Context: an optimization exercise on an open-source flow, tuned for small area, a short achievable clock period and few clock cycles per item. The choices shown serve that exercise and are no tape-out recipe. Function was not checked in any run shown here: the RTL went through the layout flow alone.

==> flow/design.v, too long to show whole: its modules and the start of the top module <==
// module dmr_fec: 1992 lines
module dmr_fec (
    input  wire         clk,
    input  wire         rst,         
    input  wire         start,
    input  wire [1:0]   op,
    input  wire [195:0] din,
    output wire         ready,
    output reg          done,
    output reg  [195:0] dout,
    output reg          corr,
    output reg          fail,
    output reg  [7:0]   ncorr
);
  // ...
==> flow/flow/run.sh <==
#!/bin/bash
# Standard ORFS layout at the design's clock and constraints, with:
#  - repair_timing asked to leave a setup margin (shorter critical paths),
#  - plain buf_2 cells as the port buffers,
#  - no dummy loads in the clock tree.
bash standard.sh SETUP_SLACK_MARGIN=38.5 \
  BUFFER_PORTS_ARGS="-buffer_cell sky130_fd_sc_hd__buf_2" \
  CTS_ARGS="-sink_clustering_enable -repair_clock_nets -dont_use_dummy_load" \
  finish > standard.log 2>&1
==> flow/standard.sh <==
#!/bin/bash
# synth_recipe.tcl (not shown) runs the flow's synth.tcl, then flattens the netlist and writes it again
# the make line also repeats each setting of config.mk as NAME=value (left out here)
make -C /OpenROAD-flow-scripts/flow DESIGN_CONFIG=/design/flow/config.mk WORK_HOME=/design/flow/orfs CLKGATE_MAP_FILE= SYNTH_SCRIPT=/design/flow/synth_recipe.tcl "${@:-finish}"
==> flow/config.mk <==
export PLATFORM = sky130hd
export DESIGN_NAME = dmr_fec
export DESIGN_NICKNAME = dmr_fec
export VERILOG_FILES = /design/flow/design.v
export SDC_FILE = /design/flow/constraint.sdc
export NUM_CORES = 8
export LEC_CHECK = 0
export CAP_MARGIN = 30
export CORE_MARGIN = 2
export CORE_UTILIZATION = 35
export PLACE_DENSITY = 0.55
export SLEW_MARGIN = 20
==> flow/constraint.sdc <==
create_clock -name core_clock -period 50.0 [get_ports {clk}]
set_input_delay 10.0000 -clock core_clock [delete_from_list [all_inputs] [get_ports {clk}]]
set_output_delay 10.0000 -clock core_clock [all_outputs]
set_load 0.01 [all_outputs]
==> metrics.log, run 1 <==
INFO  metric final.hold.worst_slack = 0.419 ns
INFO  metric hold_end = npass[0]$_SDFF_PN1_
INFO  metric startpoint_type = flop
INFO  metric layout_commonest_cell = sky130_fd_sc_hd__xnor2_1
INFO  metric worstHoldPathCells = 1
INFO  metric finalNonFillerCells = 8189
INFO  metric reg2reg_setup_slack = 38.26 ns
INFO  metric cts_inserted_buffers = 85
INFO  metric outcome = no timing/DRC/antenna violations
INFO  metric globalRouteOverflowTotal = 0
INFO  metric design.die.area = 160000 sq um
INFO  metric yosys.area_share.xor_xnor = 0.252
INFO  metric post_route_cells_drive_above_1_share = 0.287
INFO  metric cts_tree = yes
INFO  metric synth_adder_area_share = 0.126
INFO  metric cp_num_buf_inv = 5
INFO  metric pre_cts_slack = 35.48 ns
INFO  metric cts_hold_buffers = 0
INFO  metric yosys-mux-area-fraction = 0.0972
INFO  metric highest_count_cells_in_the_layout_ignoring_fill_and_taps = sky130_fd_sc_hd__xnor2_1, sky130_fd_sc_hd__buf_4, sky130_fd_sc_hd__buf_2
INFO  metric crit_cells = 28
INFO  metric largest_family_of_logic_cells_by_synthesized_area = XOR/XNOR gates
INFO  metric routed-wl-met3 = 47.3 mm
INFO  metric ys_types = 113
INFO  metric seq_area_frac_synth = 0.271
INFO  metric timing.max_cap.violations = 0
INFO  metric ys_dominant_reg_cell = sky130_fd_sc_hd__dfxtp_1
INFO  metric hold_path_startpoint = npass[0]$_SDFF_PN1_
INFO  metric critPathTopFamily = XOR/XNOR gates
INFO  metric critical-path-top-cell-by-count = sky130_fd_sc_hd__buf_4
INFO  metric top_post_synthesis_cells_by_count = sky130_fd_sc_hd__xnor2_1, sky130_fd_sc_hd__dfxtp_1, sky130_fd_sc_hd__nor2_1
==> run 2, diff against run 1 <==
--- a/flow/design.v
+++ b/flow/design.v
@@ -14,17 +14,16 @@
     reg         v;           
     reg [1:0]   rop;
     reg [195:0] rin;
     reg         iter;        
     reg [2:0]   npass;       
     reg [195:0] w0;          
     reg [7:0]   ncnt;        
     reg [29:0]  cq;          
-    reg         oscq;        
     reg         rdy;         
     assign ready = rdy;
     wire [195:0] din_m;
     assign din_m[0] = op[1] ? din[0] : (op[0] ? din[0] : 1'b0);
     assign din_m[1] = op[1] ? din[0] : (op[0] ? din[181] : 1'b0);
     assign din_m[2] = op[1] ? (op[0] ? din[8] : din[1]) : (op[0] ? din[166] : 1'b0);
     assign din_m[3] = op[1] ? (op[0] ? din[16] : din[2]) : (op[0] ? din[151] : 1'b0);
     assign din_m[4] = op[1] ? (op[0] ? din[24] : din[3]) : (op[0] ? din[136] : din[0]);
@@ -946,19 +945,19 @@
     wire ocol12 = (cfl12 | (cs12 == 4'h0)) ? (cq[25:24] == 2'b00) : (c9_12 ? cq[24] : cq[25]);
     wire c9_13 = (cs13 == 4'h9);
     wire cB_13 = (cs13 == 4'hB);
     wire ocol13 = (cfl13 | (cs13 == 4'h0)) ? (cq[27:26] == 2'b00) : (c9_13 ? cq[26] : cq[27]);
     wire c9_14 = (cs14 == 4'h9);
     wire cB_14 = (cs14 == 4'hB);
     wire ocol14 = (cfl14 | (cs14 == 4'h0)) ? (cq[29:28] == 2'b00) : (c9_14 ? cq[28] : cq[29]);
     wire [29:0] cq_n = {cB_14, c9_14, cB_13, c9_13, cB_12, c9_12, cB_11, c9_11, cB_10, c9_10, cB_9, c9_9, cB_8, c9_8, cB_7, c9_7, cB_6, c9_6, cB_5, c9_5, cB_4, c9_4, cB_3, c9_3, cB_2, c9_2, cB_1, c9_1, cB_0, c9_0};
-    wire osc = iter && rows_nz && osc_rows && ocol0 && ocol1 && ocol2 && ocol3 && ocol4 && ocol5 && ocol6 && ocol7 && ocol8 && ocol9 && ocol10 && ocol11 && ocol12 && ocol13 && ocol14;
-    wire consistent = !rows_nz && !cols_left && !oscq;
-    wire fin = !rows_nz || oscq || (iter && npass == 3'd4);
+    wire osc = iter && osc_rows && ocol0 && ocol1 && ocol2 && ocol3 && ocol4 && ocol5 && ocol6 && ocol7 && ocol8 && ocol9 && ocol10 && ocol11 && ocol12 && ocol13 && ocol14;
+    wire consistent = !rows_nz && !cols_left;
+    wire fin = !rows_nz || osc || (iter && npass == 3'd4);
     wire [195:0] mg = {196{iter}} & w0;
     wire [195:0] mx = mg ^ rf;
     wire [195:0] pc_in = mx ^ cf;       
     wire [7:0] ncg = {8{iter}} & ncnt;
     wire rfl0 = |rsd0;
     wire rhit0 = (rf[1] & mg[1]) | (rf[2] & mg[2]) | (rf[3] & mg[3]) | (rf[4] & mg[4]) | (rf[5] & mg[5]) | (rf[6] & mg[6]) | (rf[7] & mg[7]) | (rf[8] & mg[8]) | (rf[9] & mg[9]) | (rf[10] & mg[10]) | (rf[11] & mg[11]) | (rf[12] & mg[12]) | (rf[13] & mg[13]) | (rf[14] & mg[14]) | (rf[15] & mg[15]);
     wire rfl1 = |rsd1;
     wire rhit1 = (rf[16] & mg[16]) | (rf[17] & mg[17]) | (rf[18] & mg[18]) | (rf[19] & mg[19]) | (rf[20] & mg[20]) | (rf[21] & mg[21]) | (rf[22] & mg[22]) | (rf[23] & mg[23]) | (rf[24] & mg[24]) | (rf[25] & mg[25]) | (rf[26] & mg[26]) | (rf[27] & mg[27]) | (rf[28] & mg[28]) | (rf[29] & mg[29]) | (rf[30] & mg[30]);
@@ -1963,17 +1962,16 @@
     assign dout_n[194] = (s_mat & u1_out[170]);
     assign dout_n[195] = (s_mat & u1_out[183]);
     wire v_n    = !rst && (ready ? start : v);
     wire iter_n = !rst && dec_act && !fin;
     always @(posedge clk) begin
         w0    <= pc_in;
         ncnt  <= ndiff;
         cq    <= cq_n;
-        oscq  <= !rst && osc && !fin;
         dout  <= dout_n;
         npass <= iter ? npass + 3'd1 : 3'd1;
         if (dec_act) begin
             fail  <= !consistent;
             corr  <= consistent && (ndiff != 8'd0);
             ncorr <= consistent ? ndiff : 8'd0;
         end else begin
             fail  <= (rop == 2'd3) && e_fail;
==> flow/config.mk (replaced) <==
export PLATFORM = sky130hd
export DESIGN_NAME = dmr_fec
export DESIGN_NICKNAME = dmr_fec
export VERILOG_FILES = /design/flow/design.v
export SDC_FILE = /design/flow/constraint.sdc
export NUM_CORES = 8
export LEC_CHECK = 0
export CAP_MARGIN = 30
export CORE_MARGIN = 2
export CORE_UTILIZATION = 25
export PLACE_DENSITY = 0.45
export SLEW_MARGIN = 20
==> run 2 against run 1 <==
  * Still clean on timing, DRC and antenna
  * Maximum frequency shrank 0.15%
  * Routed wire length is 7.7% higher
  * Non-clock buffer count up 207
  * Setup slack worse by 0.018 ns
  * Clock skew increased by 0.023 ns
  * Utilization down 11 points
  * First-iteration DRC count up 10%
  * Die area is 45% higher
  * Critical endpoint is now corr$_DFF_P_
  * Highest routed layer unchanged
==> metrics.log, run 2 <==
INFO  metric ys_dominant_reg_cell = sky130_fd_sc_hd__dfxtp_1 (unchanged)
INFO  metric place_hpwl = 365 mm (was 339 mm)
INFO  metric outcome = no timing/DRC/antenna violations (unchanged)
INFO  metric syn-num-nets = 6289 (was 6002)
INFO  metric worstSetupStartpoint = rop[0]$_DFFE_PP_ (was rin[3]$_DFFE_PP_)
INFO  metric seq_area_frac_synth = 0.261 (was 0.271)
INFO  metric crit_path_top_delay_cell = sky130_fd_sc_hd__fa_2 (was sky130_fd_sc_hd__o221ai_1)
INFO  metric htree_num_levels = 3 (unchanged)
INFO  metric top_post_synthesis_cells_by_count = sky130_fd_sc_hd__xnor2_1, sky130_fd_sc_hd__dfxtp_1, sky130_fd_sc_hd__nor2_1 (unchanged)
INFO  metric crit-reg2reg-launch = rop[0]$_DFFE_PP_ (was rin[3]$_DFFE_PP_)
INFO  metric post_route_cells_drive_above_1_share = 0.320 (was 0.287)
INFO  metric netlist_instances = 5615 (was 5323)
INFO  metric ys_warn_count = 1 (unchanged)
INFO  metric fmax = 85.0 MHz (was 85.2 MHz)
INFO  metric drt_pre_antenna_iters = 7 (was 5)
INFO  metric antenna_found_initial = 87 (was 78)
INFO  metric yosys.cell_count.top_type = sky130_fd_sc_hd__xnor2_1 (unchanged)
INFO  metric place.port_buffers = 408 (unchanged)
INFO  metric tns = 0 ns (unchanged)
INFO  metric classification_of_the_worst_setup_path = reg2reg (unchanged)
INFO  metric totalWireLength = 441 mm (was 410 mm)
INFO  metric max_stage_delay = 0.70 ns (was 0.91 ns)
INFO  metric dieHeight = 481 um (was 400 um)
INFO  metric first_global_vias = 50800 (was 47900)
INFO  metric globalplace.congestion = 1.13 (was 1.10)
INFO  metric synth_edf_count = 198 (unchanged)
INFO  metric wire_per_inst = 45.8 um (was 50.0 um)
INFO  metric period_needed = 11.76 ns (was 11.74 ns)
INFO  metric placed_cell_area = 65000 sq um (was 61600 sq um)
INFO  metric finalMaxSlewViolations = 0 (unchanged)
INFO  metric die-width = 481 um (was 400 um)
INFO  metric clock_insertion_delay_worst_skew = 0.80 ns (was 0.73 ns)
INFO  metric tightest_slew = 1.31 ns (was 1.27 ns)
INFO  metric num_vias = 55100 (was 51500)
INFO  metric finClkSkew = 0.106 ns (was 0.0833 ns)
INFO  metric ys_types = 112 (was 113)
INFO  metric core_region_area = 227000 sq um (was 156000 sq um)
INFO  metric design.die.area = 232000 sq um (was 160000 sq um)
INFO  metric design.portCount = 409 (unchanged)
INFO  metric drt_iter0_drc = 7985 (was 7259)
INFO  metric syn2layout_area_growth = 30.6% (was 24.2%)
INFO  metric cts_hold_buffers = 0 (unchanged)
INFO  metric ant_nets = 0 (unchanged)
INFO  metric globalRouteOverflowTotal = 0 (unchanged)
INFO  metric avgSynthCellArea = 10.1 sq um (was 10.3 sq um)
INFO  metric worst_ep_arrival_time = 12.31 ns (was 12.23 ns)
INFO  metric cell_at_the_root_of_the_clock_tree = sky130_fd_sc_hd__clkbuf_16 (unchanged)
INFO  metric async_reset_ff_frac = 0 (unchanged)
INFO  metric grt_first_pass_wirelength = 548 mm (was 509 mm)
INFO  metric fin_crit_sh = 0.235 (about the same)
INFO  metric highest_count_cells_in_the_layout_ignoring_fill_and_taps = sky130_fd_sc_hd__buf_4, sky130_fd_sc_hd__xnor2_1, sky130_fd_sc_hd__buf_2 (was sky130_fd_sc_hd__xnor2_1, sky130_fd_sc_hd__buf_4, sky130_fd_sc_hd__buf_2)
INFO  metric netlist.area_leader.share = 0.157 (was 0.163)
INFO  metric timing.max_slew.rel_slack = 0.124 (was 0.149)
INFO  metric cts_tree = yes (unchanged)
INFO  metric timing.max_cap.violations = 0 (unchanged)
INFO  metric hold_path_startpoint = npass[0]$_SDFF_PN1_ (unchanged)
INFO  metric fin_area = 74400 sq um (was 68300 sq um)
INFO  metric worst_setup_hold_path_clk_slew = 0.06 ns (about the same)
INFO  metric drt_drc_violations_left = 0 (unchanged)
INFO  metric clkSinkCount = 644 (was 645)
INFO  metric timing.critical_path.to_type = flop (unchanged)
INFO  metric rows = 175 (was 145)
INFO  metric synth_seq_cells = 644 (was 645)
INFO  metric initial_core_util = 0.251 (was 0.352)
INFO  metric clock_path_buffers = 3 (unchanged)
INFO  metric detail_route.vias_per_cell = 5.72 (was 6.29)
INFO  metric required = 50.55 ns (was 50.49 ns)
INFO  metric min-delay-path-class = reg2reg (unchanged)
INFO  metric total_of_endpoints_with_negative_setup_slack_in_the_final_report = 0 (unchanged)
INFO  metric grt.total_usage = 0.367 (was 0.493)
INFO  metric dominant_cell_type_by_area_after_synthesis = sky130_fd_sc_hd__dfxtp_1 (unchanged)
INFO  metric leading_registers_by_flop_count = dout (196), rin (196), w0 (195) (unchanged)
INFO  metric layout_commonest_cell = sky130_fd_sc_hd__buf_4 (was sky130_fd_sc_hd__xnor2_1)
INFO  metric grt_max_degree = 73 (was 82)
INFO  metric synth.area.top_cells = sky130_fd_sc_hd__dfxtp_1, sky130_fd_sc_hd__edfxtp_1, sky130_fd_sc_hd__xnor2_1 (unchanged)
INFO  metric syn_area = 57000 sq um (was 55000 sq um)
INFO  metric startpoint_type = flop (unchanged)
INFO  metric grt_setup_unrepaired = true (unchanged)
INFO  metric crit_fanout = 31 (was 47)
INFO  metric cts_inserted_buffers = 88 (was 85)
INFO  metric timing.final.hold_violations = 0 (unchanged)
INFO  metric layout.nets = 7263 (was 6782)
[run 2: changes by cell type after synthesis, moves of 16 or more]
cell	before	now
sky130_fd_sc_hd__o2111ai_1	37	4
sky130_fd_sc_hd__o22ai_1	30	47
sky130_fd_sc_hd__mux2i_1	297	333
sky130_fd_sc_hd__a211o_1	3	19
sky130_fd_sc_hd__nand2b_1	49	25
sky130_fd_sc_hd__a21o_1	5	21
sky130_fd_sc_hd__nand4_1	54	34
sky130_fd_sc_hd__xor2_1	324	352
sky130_fd_sc_hd__a21oi_1	141	170
sky130_fd_sc_hd__a221o_1	1	21
sky130_fd_sc_hd__nor2_1	368	430
sky130_fd_sc_hd__clkbuf_1	114	131
sky130_fd_sc_hd__o21ai_0	79	148
sky130_fd_sc_hd__buf_2	30	47
[run 2: what timing repair did]
action | in CTS | in global routing
pin swaps | 90 | 122
gates resized for setup | 532 | 255
buffers inserted | 172 | 183
endpoints found under the setup margin | 334 | 167
cloned | 9 | 3
[run 2: cell families (layout without fill, tap and decap cells)]
| kind of cell | Yosys count | count (layout) | share of synthesized area |
|---|---|---|---|
| muxes | 489 | 489 | 0.101 |
| adders and majority gates | 476 | 476 | 0.120 |
| other | 0 | 35 | 0 |
| DFF | 644 | 644 | 0.261 |
| and+or+nand+nor | 1519 | 1519 | 0.138 |
| buffers and inverters | 498 | 1468 | 0.0367 |
| AOI/OAI and AO/OA | 741 | 742 | 0.0923 |
| xor gates and xnor gates | 1248 | 1249 | 0.251 |
[run 2: worst paths after layout]
| path | to | slack [ns] | cells past startpoint |
|---|---|---|---|
| setup / recovery | corr$_DFF_P_ | 38.24 | 32 |
| hold / removal | npass[0]$_SDFF_PN1_ | 0.41 | 1 |
| setup reg to reg | corr$_DFF_P_ | 38.24 | 32 |
| hold reg to reg | npass[0]$_SDFF_PN1_ | 0.41 | 1 |
[run 2: stage by stage]
step / setup slack, ns / hold WS [ns] / instances / utilization
4_1_cts: 38.30 / 0.413 / 9400 / 0.315
5_1_grt: 38.17 / 0.435 / 9608 / 0.327
3_3_place_gp: 33.47 / 0.395 / 9086 / 0.284
2_1_floorplan: 38.36 / 0.384 / 5615 / -
3_5_place_dp: 33.90 / 0.401 / 9131 / 0.286
6_report: 38.24 / 0.415 / 9631 / 0.328
[run 2: final cells by class]
| cell class | instances | area [sq um] |
|---|---|---|
| Antenna cell | 35 | 87.6 |
| Fill cell | 23400 | 153000 |
| Sequential cell | 644 | 15000 |
| Tap cell | 3009 | 3760 |
| Timing Repair inverter | 1 | 8.76 |
| Inverter | 270 | 1120 |
| Timing Repair Buffer | 1109 | 8160 |
| Clock buffer | 88 | 2200 |
| Multi-Input combinational cell | 4475 | 44000 |
[run 2: critical path: cells and delay by family, from the launching register on]
family	cells	cell delay, ns
fa+ha+maj	9	3.98
simple gates	9	2.96
buf+inv	9	2.65
xor+xnor	3	1.00
mux	1	0.37
flops	1	0.33
compound gates	1	0.12
[run 2: metal layers]
metal,part of all wire,GRT usage,up-vias
li1,-,-,21800
met5,0.00049,0.00829,-
met4,0.085,0.249,34
met1,0.40,0.472,28300
met3,0.12,0.124,1006
met2,0.40,0.514,3941

-- static timing again, ports no longer ideal --
How much do the figures lean on ideal ports? The routed layouts below were timed once more, with nothing changed but the port constraints.
Step 1, drivers: a clkbuf_16 drives clk and a buf_2 each remaining input, both assumed.
Step 2 adds t to the input delays and takes it off the output delays; t is the mean of the earliest and latest rising clock arrival at the registers after step 1. Input paths then give back, and output paths get back, about the clock's delay inside the block.
a / b / c = ideal ports / drivers / drivers and shift; a / b = the first two.
run	shift t [ns]	setup WS [ns]	slew at the worst register clock pin (ns)
run 1	0.782	38.258 / 38.258 / 37.655	0.07 / 0.07
run 2	0.851	38.240 / 38.240 / 37.788	0.07 / 0.07
After both steps setup and hold are still met in every run listed. The setup slack of run 1, which loses most, moves by 0.000 ns with the drivers and by -0.603 ns with both steps.
